Context: an optimization exercise on an open-source flow, tuned for small area. The choices shown serve that exercise and are no tape-out recipe.
The RTL was checked by simulation tests, not by an equivalence proof against the original design.
Power is estimated from default activity; no workload was simulated.

$ cat flow/design.v
module rfg_uart_tx #(
    parameter int BAUD_DIV = 8           
) (
    input  logic       clk,
    input  logic       rst,
    input  logic       start,
    input  logic [7:0] data,
    output logic       busy,
    output logic       done,
    output logic       txd
);
    localparam int CW = $clog2(BAUD_DIV);
    logic [CW-1:0] baud_cnt;
    logic [3:0]    bits_left;            
    logic [9:0]    shreg;                
    assign done = busy && (baud_cnt == '0) && (bits_left == 4'd1);
    assign txd  = busy ? shreg[0] : 1'b1;
    always_ff @(posedge clk) begin
        if (rst) begin
            busy      <= 1'b0;
            baud_cnt  <= '0;
            bits_left <= '0;
            shreg     <= '1;
        end else if (start) begin
            busy      <= 1'b1;
            baud_cnt  <= CW'(BAUD_DIV - 1);
            bits_left <= 4'd10;
            shreg     <= {1'b1, data, 1'b0};
        end else if (busy) begin
            if (baud_cnt == '0) begin
                baud_cnt  <= CW'(BAUD_DIV - 1);
                bits_left <= bits_left - 4'd1;
                shreg     <= {1'b1, shreg[9:1]};
                if (bits_left == 4'd1)
                    busy <= 1'b0;
            end else begin
                baud_cnt <= baud_cnt - 1'b1;
            end
        end
    end
endmodule
module rfg_uart_rx #(
    parameter int BAUD_DIV = 8           
) (
    input  logic       clk,
    input  logic       rst,
    input  logic       rxd,
    output logic       valid,
    output logic [7:0] data,
    output logic       ferr
);
    localparam int CW = $clog2(BAUD_DIV);
    typedef enum logic [2:0] {
        S_IDLE  = 3'd0,
        S_START = 3'd1,
        S_DATA  = 3'd2,
        S_STOP  = 3'd3,
        S_BREAK = 3'd4
    } state_t;
    logic [1:0]    sync;
    logic          rx;
    state_t        state;
    logic [CW-1:0] baud_cnt;
    logic [2:0]    bit_idx;
    logic [7:0]    shreg;
    assign rx = sync[1];
    always_ff @(posedge clk) begin
        if (rst) begin
            sync     <= 2'b11;
            state    <= S_IDLE;
            baud_cnt <= '0;
            bit_idx  <= '0;
            shreg    <= '0;
            valid    <= 1'b0;
            data     <= '0;
            ferr     <= 1'b0;
        end else begin
            sync  <= {sync[0], rxd};
            valid <= 1'b0;
            ferr  <= 1'b0;
            case (state)
                S_IDLE: begin
                    if (!rx) begin
                        state    <= S_START;
                        baud_cnt <= CW'(BAUD_DIV / 2 - 1);
                    end
                end
                S_START: begin
                    if (baud_cnt == '0) begin
                        if (!rx) begin
                            state    <= S_DATA;
                            baud_cnt <= CW'(BAUD_DIV - 1);
                            bit_idx  <= '0;
                        end else begin
                            state <= S_IDLE;         
                        end
                    end else begin
                        baud_cnt <= baud_cnt - 1'b1;
                    end
                end
                S_DATA: begin
                    if (baud_cnt == '0) begin
                        shreg    <= {rx, shreg[7:1]};
                        baud_cnt <= CW'(BAUD_DIV - 1);
                        bit_idx  <= bit_idx + 3'd1;
                        if (bit_idx == 3'd7)
                            state <= S_STOP;
                    end else begin
                        baud_cnt <= baud_cnt - 1'b1;
                    end
                end
                S_STOP: begin
                    if (baud_cnt == '0) begin
                        valid <= 1'b1;
                        data  <= shreg;
                        ferr  <= !rx;
                        state <= rx ? S_IDLE : S_BREAK;
                    end else begin
                        baud_cnt <= baud_cnt - 1'b1;
                    end
                end
                S_BREAK: begin
                    if (rx)
                        state <= S_IDLE;
                end
                default: state <= S_IDLE;
            endcase
        end
    end
endmodule
module rfg_ftc #(
    parameter int          NUM_SESSIONS     = 4,
    parameter int          NUM_PORTS        = 4,
    parameter bit          CHECKSUM_XOR     = 1'b0,      
    parameter logic [7:0]  OPMAP_ID         = 8'h5A,
    parameter logic [15:0] RESET_ERROR_DATA = 16'h00FF,
    parameter int          BAUD_DIV         = 8,         
    parameter int          TICK_DIV         = 100        
) (
    input  logic                 clk,
    input  logic                 rst,
    input  logic [10:0]          bus_addr,
    input  logic [31:0]          bus_wdata,
    input  logic                 bus_we,
    input  logic                 bus_re,
    output logic [31:0]          bus_rdata,
    output logic                 irq,
    output logic [NUM_PORTS-1:0] txd,
    input  logic [NUM_PORTS-1:0] rxd,
    input  logic [NUM_PORTS-1:0] present
);
    localparam int NS = NUM_SESSIONS;
    localparam int NP = NUM_PORTS;
    localparam int TW = $clog2(TICK_DIV);
    localparam logic [1:0] PH_IDLE = 2'd0;
    localparam logic [1:0] PH_TX   = 2'd1;
    localparam logic [1:0] PH_RX   = 2'd2;
    localparam logic [3:0] E_NONE        = 4'd0;
    localparam logic [3:0] E_CONNECTION  = 4'd1;
    localparam logic [3:0] E_NOT_OPEN    = 4'd2;
    localparam logic [3:0] E_VALIDATION  = 4'd3;
    localparam logic [3:0] E_WR_TIMEOUT  = 4'd4;
    localparam logic [3:0] E_RD_TIMEOUT  = 4'd5;
    localparam logic [3:0] E_CKSUM       = 4'd6;
    localparam logic [3:0] E_UNSUPPORTED = 4'd7;
    localparam logic [3:0] E_ILLEGAL_OP  = 4'd8;
    localparam logic [3:0] E_GUARD_STATE = 4'd9;
    localparam logic [7:0] OP_OPEN   = 8'h01;
    localparam logic [7:0] OP_CLOSE  = 8'h02;
    localparam logic [7:0] OP_SEND   = 8'h03;
    localparam logic [7:0] OP_ENCODE = 8'h04;
    localparam logic [7:0] OP_DECODE = 8'h05;
    localparam logic [7:0] OP_GENTER = 8'h30;
    localparam logic [7:0] OP_GEXITN = 8'h31;
    localparam logic [7:0] OP_GEXITE = 8'h32;
    localparam logic [7:0] OP_GEXITF = 8'h33;
    localparam logic [7:0] WIRE_OPERATION_W = 8'h0B;
    function automatic logic [7:0] ck(input logic [7:0] b0, input logic [7:0] b1,
                                      input logic [7:0] b2, input logic [7:0] b3);
        if (CHECKSUM_XOR)
            ck = b0 ^ b1 ^ b2 ^ b3;
        else
            ck = b0 + b1 + b2 + b3;
    endfunction
    function automatic logic [26:0] typed_op(input logic [7:0] op, input logic [15:0] d);
        logic        typed, mapped, valid;
        logic [7:0]  opc;
        logic [15:0] sd;
        typed  = 1'b1;
        mapped = 1'b1;
        valid  = 1'b1;
        opc    = 8'h00;
        sd     = 16'h0000;
        case (op)
            8'h10: begin opc = 8'h01; sd = d; valid = (d <= 16'd1000); end   
            8'h11: opc = 8'h02;                                              
            8'h12: begin opc = 8'h03; sd = d; valid = (d <= 16'd1000); end   
            8'h13: opc = 8'h04;                                              
            8'h14: begin opc = 8'h05; sd = d; valid = (d <= 16'd1000); end   
            8'h15: opc = 8'h06;                                              
            8'h16: begin opc = 8'h07; sd = d; valid = (d <= 16'd1000); end   
            8'h17: opc = 8'h08;                                              
            8'h18: begin opc = 8'h09; sd = d; valid = (d <= 16'd2);    end   
            8'h19: opc = 8'h0A;                                              
            8'h1A: begin opc = 8'h0B; sd = 16'h0001; end                     
            8'h1B: opc = 8'h0B;                                              
            8'h1C: opc = 8'h0C;                                              
            8'h1D: begin opc = 8'h0D; sd = RESET_ERROR_DATA; end             
            8'h1E: opc = 8'h0E;                                              
            8'h20, 8'h21, 8'h22, 8'h23: mapped = 1'b0;                       
            default: typed = 1'b0;
        endcase
        typed_op = {typed, mapped, valid, opc, sd};
    endfunction
    function automatic logic [31:0] status_view(input logic [15:0] d);
        logic [1:0] mode;
        logic [3:0] src;
        mode = (d[7:5] <= 3'd2) ? d[6:5] : 2'd3;
        src  = (d[10:8] <= 3'd5) ? {1'b0, d[10:8]} : 4'hF;
        status_view = {d, 4'h0, d[15], d[14], d[12], d[11], src, mode, d[1], d[0]};
    endfunction
    logic [NS-1:0]        open_q, done_q, guard_q, ckv_q, rxdrop_q, rxferr_q, ovr_q, ie_q;
    logic [NS-1:0][1:0]   phase_q, conn_q;
    logic [NS-1:0][3:0]   err_q, gdis_q;
    logic [NS-1:0][2:0]   rxcnt_q, txld_q, txsent_q, psel_q;
    logic [NS-1:0][7:0]   lastop_q, dev_q, rxck_q, expck_q, txck_q, respop_q;
    logic [NS-1:0][15:0]  wrt_q, rdt_q, cnt_q;
    logic [NS-1:0][31:0]  resp_q;
    logic [NS-1:0][39:0]  txf_q, rxf_q, cin_q;
    logic [NP-1:0]        owned_q, enable_q;
    logic [NP-1:0][2:0]   owner_q;
    logic [TW-1:0]        tick_cnt;
    logic                 tick;
    logic [NS-1:0]        open_d, done_d, guard_d, ckv_d, rxdrop_d, rxferr_d, ovr_d, ie_d;
    logic [NS-1:0][1:0]   phase_d, conn_d;
    logic [NS-1:0][3:0]   err_d, gdis_d;
    logic [NS-1:0][2:0]   rxcnt_d, txld_d, txsent_d, psel_d;
    logic [NS-1:0][7:0]   lastop_d, dev_d, rxck_d, expck_d, txck_d, respop_d;
    logic [NS-1:0][15:0]  wrt_d, rdt_d, cnt_d;
    logic [NS-1:0][31:0]  resp_d;
    logic [NS-1:0][39:0]  txf_d, rxf_d, cin_d;
    logic [NP-1:0]        owned_d, enable_d;
    logic [NP-1:0][2:0]   owner_d;
    logic [NP-1:0]        tx_start, tx_busy, tx_done;
    logic [NP-1:0][7:0]   tx_data;
    logic [NP-1:0]        rx_valid, rx_ferr;
    logic [NP-1:0][7:0]   rx_data;
    genvar gp;
    generate
        for (gp = 0; gp < NP; gp++) begin : g_port
            rfg_uart_tx #(.BAUD_DIV(BAUD_DIV)) u_tx (
                .clk(clk), .rst(rst), .start(tx_start[gp]), .data(tx_data[gp]),
                .busy(tx_busy[gp]), .done(tx_done[gp]), .txd(txd[gp])
            );
            rfg_uart_rx #(.BAUD_DIV(BAUD_DIV)) u_rx (
                .clk(clk), .rst(rst), .rxd(rxd[gp]),
                .valid(rx_valid[gp]), .data(rx_data[gp]), .ferr(rx_ferr[gp])
            );
        end
    endgenerate
    assign tick = (tick_cnt == TW'(TICK_DIV - 1));
    always_ff @(posedge clk) begin
        if (rst || tick)
            tick_cnt <= '0;
        else
            tick_cnt <= tick_cnt + 1'b1;
    end
    logic       wr_sess, wr_glob;
    logic [2:0] wr_s;
    logic [3:0] wr_off;
    assign wr_s    = bus_addr[8:6];
    assign wr_off  = bus_addr[5:2];
    assign wr_sess = bus_we && !bus_addr[10] && (bus_addr[9:6] < NS);
    assign wr_glob = bus_we && (bus_addr[10:6] == 5'b10000);
    logic [2:0]  p;
    logic        has_port, port_present, port_idle;
    logic [7:0]  op;
    logic [26:0] t;
    logic        l_end, l_start, l_guard_exit;
    logic [1:0]  open_cause;
    logic [$clog2(NP)-1:0] pi;
    logic [3:0]  l_code;
    logic [7:0]  l_cmd;
    logic [15:0] l_data;
    logic        s_end;
    logic [3:0]  s_code;
    logic [7:0]  exp;
    logic [NS-1:0]      open_req, close_req, ld;
    logic [NS-1:0][7:0] ld_byte;
    always_comb begin
        open_d   = open_q;   done_d   = done_q;   guard_d  = guard_q;  ckv_d    = ckv_q;
        rxdrop_d = rxdrop_q; rxferr_d = rxferr_q; ovr_d    = ovr_q;    ie_d     = ie_q;
        phase_d  = phase_q;  conn_d   = conn_q;   err_d    = err_q;    gdis_d   = gdis_q;
        rxcnt_d  = rxcnt_q;  txld_d   = txld_q;   txsent_d = txsent_q; psel_d   = psel_q;
        lastop_d = lastop_q; dev_d    = dev_q;    rxck_d   = rxck_q;   expck_d  = expck_q;
        txck_d   = txck_q;   respop_d = respop_q; wrt_d    = wrt_q;    rdt_d    = rdt_q;
        cnt_d    = cnt_q;    resp_d   = resp_q;   txf_d    = txf_q;    rxf_d    = rxf_q;
        cin_d    = cin_q;
        owned_d  = owned_q;  owner_d  = owner_q;  enable_d = enable_q;
        open_req  = '0;
        close_req = '0;
        ld        = '0;
        ld_byte   = '0;
        p = '0; pi = '0; has_port = 1'b0; port_present = 1'b0; port_idle = 1'b0;
        op = '0; t = '0; l_end = 1'b0; l_start = 1'b0; l_guard_exit = 1'b0;
        open_cause = '0; l_code = '0; l_cmd = '0; l_data = '0;
        s_end = 1'b0; s_code = '0; exp = '0;
        for (int s = 0; s < NS; s++) begin
            p            = psel_q[s];
            pi           = p[$clog2(NP)-1:0];
            has_port     = open_q[s] && (p < NP);
            port_present = (p < NP) && present[pi];
            if (tick && phase_d[s] != PH_IDLE && cnt_d[s] != 16'hFFFF)
                cnt_d[s] = cnt_d[s] + 16'd1;
            if (has_port && rx_valid[pi]) begin
                if (rx_ferr[pi]) begin
                    rxferr_d[s] = 1'b1;
                end else if (phase_d[s] != PH_IDLE && rxcnt_d[s] < 3'd5) begin
                    for (int i = 0; i < 5; i++)
                        if (rxcnt_d[s] == i)
                            rxf_d[s][8*i +: 8] = rx_data[pi];
                    rxcnt_d[s] = rxcnt_d[s] + 3'd1;
                end else begin
                    rxdrop_d[s] = 1'b1;
                end
            end
            if (has_port && tx_done[pi] && phase_d[s] == PH_TX && txsent_d[s] < txld_d[s])
                txsent_d[s] = txsent_d[s] + 3'd1;
            if (wr_sess && wr_s == s) begin
                case (wr_off)
                    4'h0: begin  
                        if (phase_d[s] != PH_IDLE) begin
                            ovr_d[s] = 1'b1;
                        end else begin
                            op           = bus_wdata[7:0];
                            t            = typed_op(op, bus_wdata[31:16]);
                            l_end        = 1'b0;
                            l_code       = E_NONE;
                            l_start      = 1'b0;
                            l_cmd        = 8'h00;
                            l_data       = 16'h0000;
                            l_guard_exit = 1'b0;
                            done_d[s]    = 1'b0;
                            err_d[s]     = E_NONE;
                            lastop_d[s]  = op;
                            if (open_d[s])
                                open_cause = 2'd0;
                            else if (!port_present)
                                open_cause = 2'd1;
                            else if (owned_q[pi])
                                open_cause = 2'd2;
                            else if (!enable_q[pi])
                                open_cause = 2'd3;
                            else
                                open_cause = 2'd0;
                            case (op)
                                OP_OPEN: begin
                                    l_end       = 1'b1;
                                    conn_d[s]   = open_cause;
                                    open_req[s] = !open_d[s] && open_cause == 2'd0;
                                    if (open_cause != 2'd0)
                                        l_code = E_CONNECTION;
                                end
                                OP_CLOSE: begin
                                    l_end        = 1'b1;
                                    close_req[s] = open_d[s];
                                end
                                OP_SEND: begin
                                    if (!open_d[s]) begin
                                        l_end  = 1'b1;
                                        l_code = E_NOT_OPEN;
                                    end else begin
                                        l_start = 1'b1;
                                        l_cmd   = bus_wdata[15:8];
                                        l_data  = bus_wdata[31:16];
                                    end
                                end
                                OP_ENCODE: begin
                                    l_end  = 1'b1;
                                    l_cmd  = bus_wdata[15:8];
                                    l_data = bus_wdata[31:16];
                                    txf_d[s] = {ck(dev_d[s], l_cmd, l_data[15:8], l_data[7:0]),
                                                l_data[7:0], l_data[15:8], l_cmd, dev_d[s]};
                                    txck_d[s] = txf_d[s][39:32];
                                end
                                OP_DECODE: begin
                                    l_end       = 1'b1;
                                    exp         = ck(cin_d[s][7:0], cin_d[s][15:8],
                                                     cin_d[s][23:16], cin_d[s][31:24]);
                                    resp_d[s]   = {cin_d[s][23:16], cin_d[s][31:24],
                                                   cin_d[s][15:8], cin_d[s][7:0]};
                                    respop_d[s] = OP_DECODE;
                                    rxck_d[s]   = cin_d[s][39:32];
                                    expck_d[s]  = exp;
                                    ckv_d[s]    = (cin_d[s][39:32] == exp);
                                end
                                OP_GENTER: begin
                                    l_end = 1'b1;
                                    if (guard_d[s]) begin
                                        l_code = E_GUARD_STATE;
                                    end else begin
                                        conn_d[s]   = open_cause;
                                        open_req[s] = !open_d[s] && open_cause == 2'd0;
                                        if (open_cause != 2'd0)
                                            l_code = E_CONNECTION;
                                        else
                                            guard_d[s] = 1'b1;
                                    end
                                end
                                OP_GEXITN, OP_GEXITE: begin
                                    if (!guard_d[s]) begin
                                        l_end  = 1'b1;
                                        l_code = E_GUARD_STATE;
                                    end else if (!open_d[s]) begin
                                        l_end        = 1'b1;
                                        l_guard_exit = 1'b1;
                                        gdis_d[s]    = E_NOT_OPEN;
                                    end else begin
                                        l_start = 1'b1;
                                        l_cmd   = WIRE_OPERATION_W;
                                        l_data  = 16'h0000;
                                    end
                                end
                                OP_GEXITF: begin
                                    l_end = 1'b1;
                                    if (!guard_d[s]) begin
                                        l_code = E_GUARD_STATE;
                                    end else begin
                                        l_guard_exit = 1'b1;
                                        gdis_d[s]    = 4'hF;
                                    end
                                end
                                default: begin
                                    l_end = 1'b1;
                                    if (!t[26]) begin
                                        l_code = E_ILLEGAL_OP;
                                    end else if (!t[24]) begin
                                        l_code = E_VALIDATION;
                                    end else if (!t[25]) begin
                                        l_code = E_UNSUPPORTED;
                                    end else if (!open_d[s]) begin
                                        l_code = E_NOT_OPEN;
                                    end else begin
                                        l_end   = 1'b0;
                                        l_start = 1'b1;
                                        l_cmd   = t[23:16];
                                        l_data  = t[15:0];
                                    end
                                end
                            endcase
                            if (l_guard_exit) begin
                                close_req[s] = open_d[s];
                                guard_d[s]   = 1'b0;
                            end
                            if (l_end) begin
                                err_d[s]  = l_code;
                                done_d[s] = 1'b1;
                            end
                            if (l_start) begin
                                txf_d[s]    = {ck(dev_d[s], l_cmd, l_data[15:8], l_data[7:0]),
                                               l_data[7:0], l_data[15:8], l_cmd, dev_d[s]};
                                txck_d[s]   = txf_d[s][39:32];
                                rxf_d[s]    = '0;
                                rxcnt_d[s]  = 3'd0;
                                txld_d[s]   = 3'd0;
                                txsent_d[s] = 3'd0;
                                cnt_d[s]    = 16'd0;
                                phase_d[s]  = PH_TX;
                            end
                        end
                    end
                    4'h1: begin  
                        if (bus_wdata[2])  done_d[s]   = 1'b0;
                        if (bus_wdata[10]) rxdrop_d[s] = 1'b0;
                        if (bus_wdata[11]) rxferr_d[s] = 1'b0;
                        if (bus_wdata[12]) ovr_d[s]    = 1'b0;
                    end
                    4'h2: ie_d[s] = bus_wdata[0];
                    4'h3: begin  
                        if (!open_d[s]) begin
                            dev_d[s]  = bus_wdata[7:0];
                            psel_d[s] = bus_wdata[10:8];
                        end
                    end
                    4'h4: begin  
                        if (!open_d[s]) begin
                            wrt_d[s] = (bus_wdata[15:0]  == 16'd0) ? 16'd1 : bus_wdata[15:0];
                            rdt_d[s] = (bus_wdata[31:16] == 16'd0) ? 16'd1 : bus_wdata[31:16];
                        end
                    end
                    4'hB: cin_d[s][31:0]  = bus_wdata;
                    4'hC: cin_d[s][39:32] = bus_wdata[7:0];
                    default: ;
                endcase
            end
            port_idle = has_port && (!tx_busy[pi] || tx_done[pi]);
            if (phase_d[s] == PH_TX && txld_d[s] < 3'd5 && port_idle) begin
                ld[s] = 1'b1;
                for (int i = 0; i < 5; i++)
                    if (txld_d[s] == i)
                        ld_byte[s] = txf_d[s][8*i +: 8];
                txld_d[s] = txld_d[s] + 3'd1;
            end
            if (phase_d[s] == PH_TX && txsent_d[s] == 3'd5) begin
                phase_d[s] = PH_RX;
                cnt_d[s]   = 16'd0;
            end
            s_end  = 1'b0;
            s_code = E_NONE;
            if (phase_d[s] == PH_RX && rxcnt_d[s] == 3'd5) begin
                exp        = ck(rxf_d[s][7:0], rxf_d[s][15:8], rxf_d[s][23:16], rxf_d[s][31:24]);
                rxck_d[s]  = rxf_d[s][39:32];
                expck_d[s] = exp;
                ckv_d[s]   = (rxf_d[s][39:32] == exp);
                s_end      = 1'b1;
                if (rxf_d[s][39:32] == exp) begin
                    resp_d[s]   = {rxf_d[s][23:16], rxf_d[s][31:24], rxf_d[s][15:8], rxf_d[s][7:0]};
                    respop_d[s] = lastop_d[s];
                    s_code      = E_NONE;
                end else begin
                    s_code = E_CKSUM;
                end
            end else if (phase_d[s] == PH_TX && cnt_d[s] >= wrt_d[s]) begin
                s_end  = 1'b1;
                s_code = E_WR_TIMEOUT;
            end else if (phase_d[s] == PH_RX && cnt_d[s] >= rdt_d[s]) begin
                s_end  = 1'b1;
                s_code = E_RD_TIMEOUT;
            end
            if (s_end) begin
                phase_d[s] = PH_IDLE;
                done_d[s]  = 1'b1;
                if (lastop_d[s] == OP_GEXITN || lastop_d[s] == OP_GEXITE) begin
                    gdis_d[s]    = s_code;
                    err_d[s]     = E_NONE;
                    close_req[s] = 1'b1;
                    guard_d[s]   = 1'b0;
                end else begin
                    err_d[s] = s_code;
                end
            end
        end
        for (int s = 0; s < NS; s++) begin
            if (open_req[s])  open_d[s] = 1'b1;
            if (close_req[s]) open_d[s] = 1'b0;
        end
        for (int q = 0; q < NP; q++) begin
            tx_start[q] = 1'b0;
            tx_data[q]  = 8'h00;
            for (int s = 0; s < NS; s++) begin
                if (psel_q[s] == q) begin
                    if (open_req[s]) begin
                        owned_d[q] = 1'b1;
                        owner_d[q] = 3'(s);
                    end
                    if (close_req[s]) begin
                        owned_d[q] = 1'b0;
                        owner_d[q] = 3'd0;
                    end
                    if (ld[s]) begin
                        tx_start[q] = 1'b1;
                        tx_data[q]  = ld_byte[s];
                    end
                end
            end
        end
        if (wr_glob && bus_addr[5:2] == 4'h1)
            enable_d = bus_wdata[NP-1:0];
    end
    always_ff @(posedge clk) begin
        if (rst) begin
            open_q   <= '0; done_q   <= '0; guard_q  <= '0; ckv_q    <= '0;
            rxdrop_q <= '0; rxferr_q <= '0; ovr_q    <= '0; ie_q     <= '0;
            phase_q  <= '0; conn_q   <= '0; err_q    <= '0; gdis_q   <= {NS{4'hF}};
            rxcnt_q  <= '0; txld_q   <= '0; txsent_q <= '0;
            lastop_q <= '0; dev_q    <= '0; rxck_q   <= '0; expck_q  <= '0;
            txck_q   <= '0; respop_q <= '0; wrt_q    <= {NS{16'd1000}};
            rdt_q    <= {NS{16'd1000}};     cnt_q    <= '0; resp_q   <= '0;
            txf_q    <= '0; rxf_q    <= '0; cin_q    <= '0;
            for (int s = 0; s < NS; s++)
                psel_q[s] <= 3'(s % NP);
            owned_q  <= '0; owner_q  <= '0; enable_q <= '1;
        end else begin
            open_q   <= open_d;   done_q   <= done_d;   guard_q  <= guard_d;  ckv_q    <= ckv_d;
            rxdrop_q <= rxdrop_d; rxferr_q <= rxferr_d; ovr_q    <= ovr_d;    ie_q     <= ie_d;
            phase_q  <= phase_d;  conn_q   <= conn_d;   err_q    <= err_d;    gdis_q   <= gdis_d;
            rxcnt_q  <= rxcnt_d;  txld_q   <= txld_d;   txsent_q <= txsent_d; psel_q   <= psel_d;
            lastop_q <= lastop_d; dev_q    <= dev_d;    rxck_q   <= rxck_d;   expck_q  <= expck_d;
            txck_q   <= txck_d;   respop_q <= respop_d; wrt_q    <= wrt_d;    rdt_q    <= rdt_d;
            cnt_q    <= cnt_d;    resp_q   <= resp_d;   txf_q    <= txf_d;    rxf_q    <= rxf_d;
            cin_q    <= cin_d;
            owned_q  <= owned_d;  owner_q  <= owner_d;  enable_q <= enable_d;
        end
    end
    logic [31:0] rd_val;
    always_comb begin
        logic [2:0] s;
        s      = bus_addr[8:6];
        rd_val = 32'h0;
        if (!bus_addr[10] && bus_addr[9:6] < NS) begin
            case (bus_addr[5:2])
                4'h1: rd_val = {lastop_q[s], gdis_q[s], 1'b0, rxcnt_q[s], 1'b0, phase_q[s],
                                ovr_q[s], rxferr_q[s], rxdrop_q[s], ckv_q[s], guard_q[s],
                                err_q[s],
                                (err_q[s] == E_WR_TIMEOUT || err_q[s] == E_RD_TIMEOUT ||
                                 err_q[s] == E_CKSUM),
                                done_q[s], (phase_q[s] != PH_IDLE), open_q[s]};
                4'h2: rd_val = {31'h0, ie_q[s]};
                4'h3: rd_val = {21'h0, psel_q[s], dev_q[s]};
                4'h4: rd_val = {rdt_q[s], wrt_q[s]};
                4'h5: rd_val = resp_q[s];
                4'h6: rd_val = {respop_q[s], txck_q[s], expck_q[s], rxck_q[s]};
                4'h7: rd_val = txf_q[s][31:0];
                4'h8: rd_val = {24'h0, txf_q[s][39:32]};
                4'h9: rd_val = rxf_q[s][31:0];
                4'hA: rd_val = {24'h0, rxf_q[s][39:32]};
                4'hB: rd_val = cin_q[s][31:0];
                4'hC: rd_val = {24'h0, cin_q[s][39:32]};
                4'hD: rd_val = status_view(resp_q[s][31:16]);
                4'hE: rd_val = {cnt_q[s], 5'h0, txsent_q[s], 1'b0, txld_q[s], 2'b0, conn_q[s]};
                default: rd_val = 32'h0;
            endcase
        end else if (bus_addr[10:6] == 5'b10000) begin
            case (bus_addr[5:2])
                4'h0: rd_val = {8'h01, OPMAP_ID, 7'h0, CHECKSUM_XOR, 4'(NP), 4'(NS)};
                4'h1: rd_val = 32'(enable_q);
                4'h2: for (int q = 0; q < NP; q++)
                          rd_val[4*q +: 4] = owned_q[q] ? {1'b1, owner_q[q]} : 4'h0;
                4'h3: rd_val = {16'h0, 8'(tx_busy), 8'(present)};
                4'h4: rd_val = 32'(done_q & ie_q);
                default: rd_val = 32'h0;
            endcase
        end
    end
    always_ff @(posedge clk) begin
        if (rst || !bus_re)
            bus_rdata <= 32'h0;
        else
            bus_rdata <= rd_val;
    end
    assign irq = |(done_q & ie_q);
endmodule
$ cat flow/run.sh
#!/bin/bash
# synth_recipe.tcl (not shown) runs the flow's synth.tcl, then flattens the netlist and writes it again
# the make line also repeats each setting of config.mk as NAME=value (left out here)
make -C /OpenROAD-flow-scripts/flow DESIGN_CONFIG=/design/flow/config.mk WORK_HOME=/design/flow/orfs CLKGATE_MAP_FILE= SYNTH_SCRIPT=/design/flow/synth_recipe.tcl finish
$ cat flow/config.mk
export PLATFORM = sky130hd
export DESIGN_NAME = rfg_ftc
export DESIGN_NICKNAME = rfg_ftc
export VERILOG_FILES = /design/flow/design.v
export SDC_FILE = /design/flow/constraint.sdc
export NUM_CORES = 4
export LEC_CHECK = 0
export CAP_MARGIN = 20
export CORE_MARGIN = 2
export CORE_UTILIZATION = 40
export SLEW_MARGIN = 20
$ cat flow/constraint.sdc
create_clock -name core_clock -period 11.0 [get_ports {clk}]
set_input_delay 2.2000 -clock core_clock [delete_from_list [all_inputs] [get_ports {clk}]]
set_output_delay 2.2000 -clock core_clock [all_outputs]
set_load 0.01 [all_outputs]
==> notes.md <==
* First-pass GRT wire length at roughly 700 mm
* CTS Root Cell: clkbuf_16
* Worst Clk Skew at between 0.04 and 0.05 ns
* Vias per cell at 6.671
* HPWL after DPL at between 400 and 500 mm
* Maximum capacitance violations at 0
* Final core occ at between 40 and 50%
* Synthesis-to-finish area growth at 12.86%
* Die height at approximately 460 um
* Worst Tran Pin Value at about 1.4 ns
* Slew Limit Headroom at under 10%
* Status: finished clean
* Yosys warns at 3
* CP endpoint: resp_q[20]$_SDFF_PP0_
* Flop2flop setup slack at just under 3 ns
* Reg2Reg Depth at 21
* Worst Path Arrival at approximately 10 ns
* Global route total overflow at 0
* Busiest grt layer: met2
* Max Slew Vio Count at 0
* Fin crit period at between 9 and 10 ns
* Cells after synthesis at 9765
* Unrepaired setup endpoints after global routing: false
* Num CTS Buffers at between 150 and 200
* Post-Route WL at 518.5 mm
* Power Dens Cells at ~130 mW/mm^2
* Synthesized cell area at 0.08375 sq mm
* Critical Path RT at about 12 ns
* GR Util met3 at 19.39%
* CP startpoint: bus_addr[9]
* Share of layout cells above drive strength 1 at approximately 12%
* Final hold vios at 0
* FF+latch area at 0.02729 sq mm
* Critical Path Fanout Max at 32
* Die area at between 0.2 and 0.25 sq mm
* CTS resizes at 0
* Total Routing Usage GR at approximately 47%
* Period utilization at around 85%
* Reg2reg start: g_port[1].u_tx.busy$_SDFF_PP0_
* Vias in the first global route at slightly below 80000
* Synth Flop Type: dfxtp_1
* Rows at between 150 and 200
* Clk slew on worst S/H paths at roughly 0.060 ns
* Routed Antenna Nets at 0
* Post-Syn Area per Cell at 8.577 sq um
* Die X-Extent at 461.6 um
* M1 GR Usage at roughly 60%
* Post-CTS Setup Bufs at 0
* Max VDD drop at ~160 uV
* Setup Viol. Count Final at 0
* Setup TNS at 0 ns
* HP Class: reg -> reg
* Most frequent cells in the layout: 1389 x nand2_1, 1363 x dfxtp_1, 1093 x nor2_1
* Fillers at around 21000
* Drt drc at 0
* CTS tree: yes
* Critical Setup Path Class: in -> reg
* DR vias at 84340
* CTS max path bufs at 3
* Largest net degree at the start of global routing at roughly 170
* Leakage at roughly 38 nW
* Initial DRC Count at between 10000 and 15000
* DR pass1 iterations at 9
* Fmax at 0.1067 GHz
* Ports at ~90
* Hold_buf cts at 0
* Synth Register Bits at 1363
* Clock latency (worst-skew pair) at around 0.88 ns
* Antenna violations before repair at just under 80
* Synth cell types at approximately 120
* Asr flop ratio synth at 0%
* Drt wl/cell at roughly 41 um
* GR Layer Usage met2 at 63.73%
* Net Count, Synth at approximately 10000
* # H-tree levels at 4
* Nets at 10270
* Crit path capture type: flip-flop
* Critical R2R Capture: owner_q[11]$_SDFF_PP0_
* Initial Utilization at around two fifths
* PortBufs at between 80 and 90
* Post-synthesis sequential area ratio at between 30 and 40%
* Clock Sinks at around 1400
* Multi-input logic area at ~0.053 sq mm
* Number of synthesized flops with an enable pin at 0
* Commonest non-fill, non-tap cell in the layout: nand2_1
* Core region area at 0.2077 sq mm
* Critical Path Start Type: primary input
* Placer Congestion at about 1.1
power by group:
part | internal [W] | leakage, nW | switching, W
Combinational | 0.000224 | 23.9 | 0.000678
Sequential | 0.00494 | 11.0 | 0.00000777
Clock | 0.00353 | 2.91 | 0.00254
per-layer routing:
layer / vias up / share of wire (%)
met5: - / 0.051
met2: 5942 / 39
li1: 34760 / -
met3: 1308 / 14
met1: 42300 / 39
met4: 30 / 8.6
metrics by stage:
step	cell area, sq um	total power, W	hold slack (ns)	instances	worst slack, ns
after floorplan	83750	0.005503	0.3895	9765	2.448
after global placement	88350	0.005893	0.3951	12300	1.046
after detailed placement	88390	0.005901	0.4004	12300	0.9264
after CTS	94330	0.01186	0.4104	12600	1.806
after global routing	94430	0.01211	0.4227	12610	1.558
final	94520	0.01193	0.4076	12640	1.630
registers in the layout (all words and copies together), names as in the netlist, 36 cells and up:
| name | count |
|---|---|
| cin_q | 160 |
| cnt_q | 64 |
| g_port.u_tx.shreg | 36 |
| rdt_q | 64 |
| resp_q | 128 |
| rxf_q | 160 |
| txf_q | 160 |
| wrt_q | 64 |
logic make-up (layout without fill, tap and decap cells):
logic type	after synthesis	count (layout)	share of synthesized area, %
AND/OR/NAND/NOR	3572	3572	18.97
AO/OA/AOI/OAI	2251	2251	17.37
flip-flops	1363	1363	32.58
buffers and inverters	927	978	4.379
multiplexers	814	814	13.72
adder cells (fa/ha/maj)	530	530	9.737
XOR/XNOR	308	308	3.246
other	0	39	0
synth_stat cells (17+ instances only):
library cell  number  share of area (%)
nand2_1         1400                6.3
dfxtp_1         1363                 33
nor2_1          1109                5.0
a21oi_1          864                5.2
clkbuf_1         536                2.4
mux2i_1          453                5.4
ha_1             327                4.9
o21ai_0          320                1.9
nor3_1           265                1.6
mux4_2           238                6.4
inv_1            230                1.0
fa_1             203                4.9
nand3_1          188                1.1
xnor2_1          173                1.8
xor2_1           133                1.4
a21o_1           131                1.2
a22oi_1          110               0.99
a211oi_1         107               0.96
and2_1            96               0.72
a221oi_1          91               0.95
buf_1             81               0.36
and3_1            80               0.60
o211ai_1          72               0.65
nand4_1           69               0.52
a31oi_1           66               0.49
buf_2             59               0.35
nand2b_1          58               0.43
mux2_4            56                1.0
nor4_1            55               0.41
o22ai_1           55               0.41
nor2b_1           50               0.37
mux2_2            47               0.63
a221o_1           43               0.51
or3_1             38               0.28
o21bai_1          36               0.32
or2_2             32               0.24
a311oi_1          31               0.32
a22o_1            28               0.29
o21a_1            22               0.20
o31ai_1           22               0.20
mux2_1            20               0.27
o2111ai_1         19               0.20
o221ai_1          19               0.20
a32oi_1           18               0.19
nand3b_1          17               0.15
worst min path at each step:
stage,from,to,cells past startpoint
5_1_grt,g_port[3].u_rx.sync[0]$_SDFF_PP1_,g_port[3].u_rx.sync[1]$_SDFF_PP1_,1
3_3_place_gp,g_port[2].u_rx.sync[0]$_SDFF_PP1_,g_port[2].u_rx.sync[1]$_SDFF_PP1_,1
3_5_place_dp,g_port[2].u_rx.sync[0]$_SDFF_PP1_,g_port[2].u_rx.sync[1]$_SDFF_PP1_,1
4_1_cts,g_port[2].u_rx.sync[0]$_SDFF_PP1_,g_port[2].u_rx.sync[1]$_SDFF_PP1_,1
6_report,g_port[2].u_rx.sync[0]$_SDFF_PP1_,g_port[2].u_rx.sync[1]$_SDFF_PP1_,1
2_1_floorplan,g_port[0].u_rx.sync[0]$_SDFF_PP1_,g_port[0].u_rx.sync[1]$_SDFF_PP1_,1
layout make-up:
class | instances | share of cell area (%)
multi-input cells | 7475 | 56.34
flip-flops and latches | 1363 | 28.87
clock buffers | 246 | 5.309
repair buffers | 444 | 3.795
well taps | 2788 | 3.690
clock inverters | 58 | 0.9782
inverters | 230 | 0.9186
diodes | 39 | 0.1032
worst max-delay path, cell delays in order:
cell and delay [ns]:
clkdlybuf4s50_1 0.76, or4b_1 0.79, nor4_4 0.42, o311ai_2 0.35, buf_4 0.26, nor2_4 0.46, buf_4 0.30, nor2_1 0.08
fa_1 0.49, fa_1 0.48, ha_1 0.23, fa_1 0.48, a21o_1 0.18, a21oi_1 0.22, o21bai_1 0.09, a21oi_1 0.24
xnor2_1 0.26, or3b_1 0.44, a2111oi_4 0.49, nand2_2 0.10, buf_4 0.31, mux2_4 0.39

[afterwards: timing with drivers on the ports]
In the flow no input, the clock included, has a driving cell. The finished layout below was timed again as built, in two steps.
Step 1 assumes that a clkbuf_16 drives the clock port and a buf_2 every other input.
Step 2 moves the port delays by t, midway between the first and last clock arrival at a register: inputs arrive t later, outputs are due t later. That takes back most of the time a late clock gives input paths.
Slacks: ideal ports / drivers / drivers and shift; pairs: ideal ports / drivers.
t (ns): 0.962
setup WS [ns]: 1.630 / 1.719 / 0.758
worst setup path at the end: input to register
After both steps setup and hold are still met in this run. For this run, drivers alone change the setup slack by +0.089 ns; drivers and shift together by -0.872 ns.
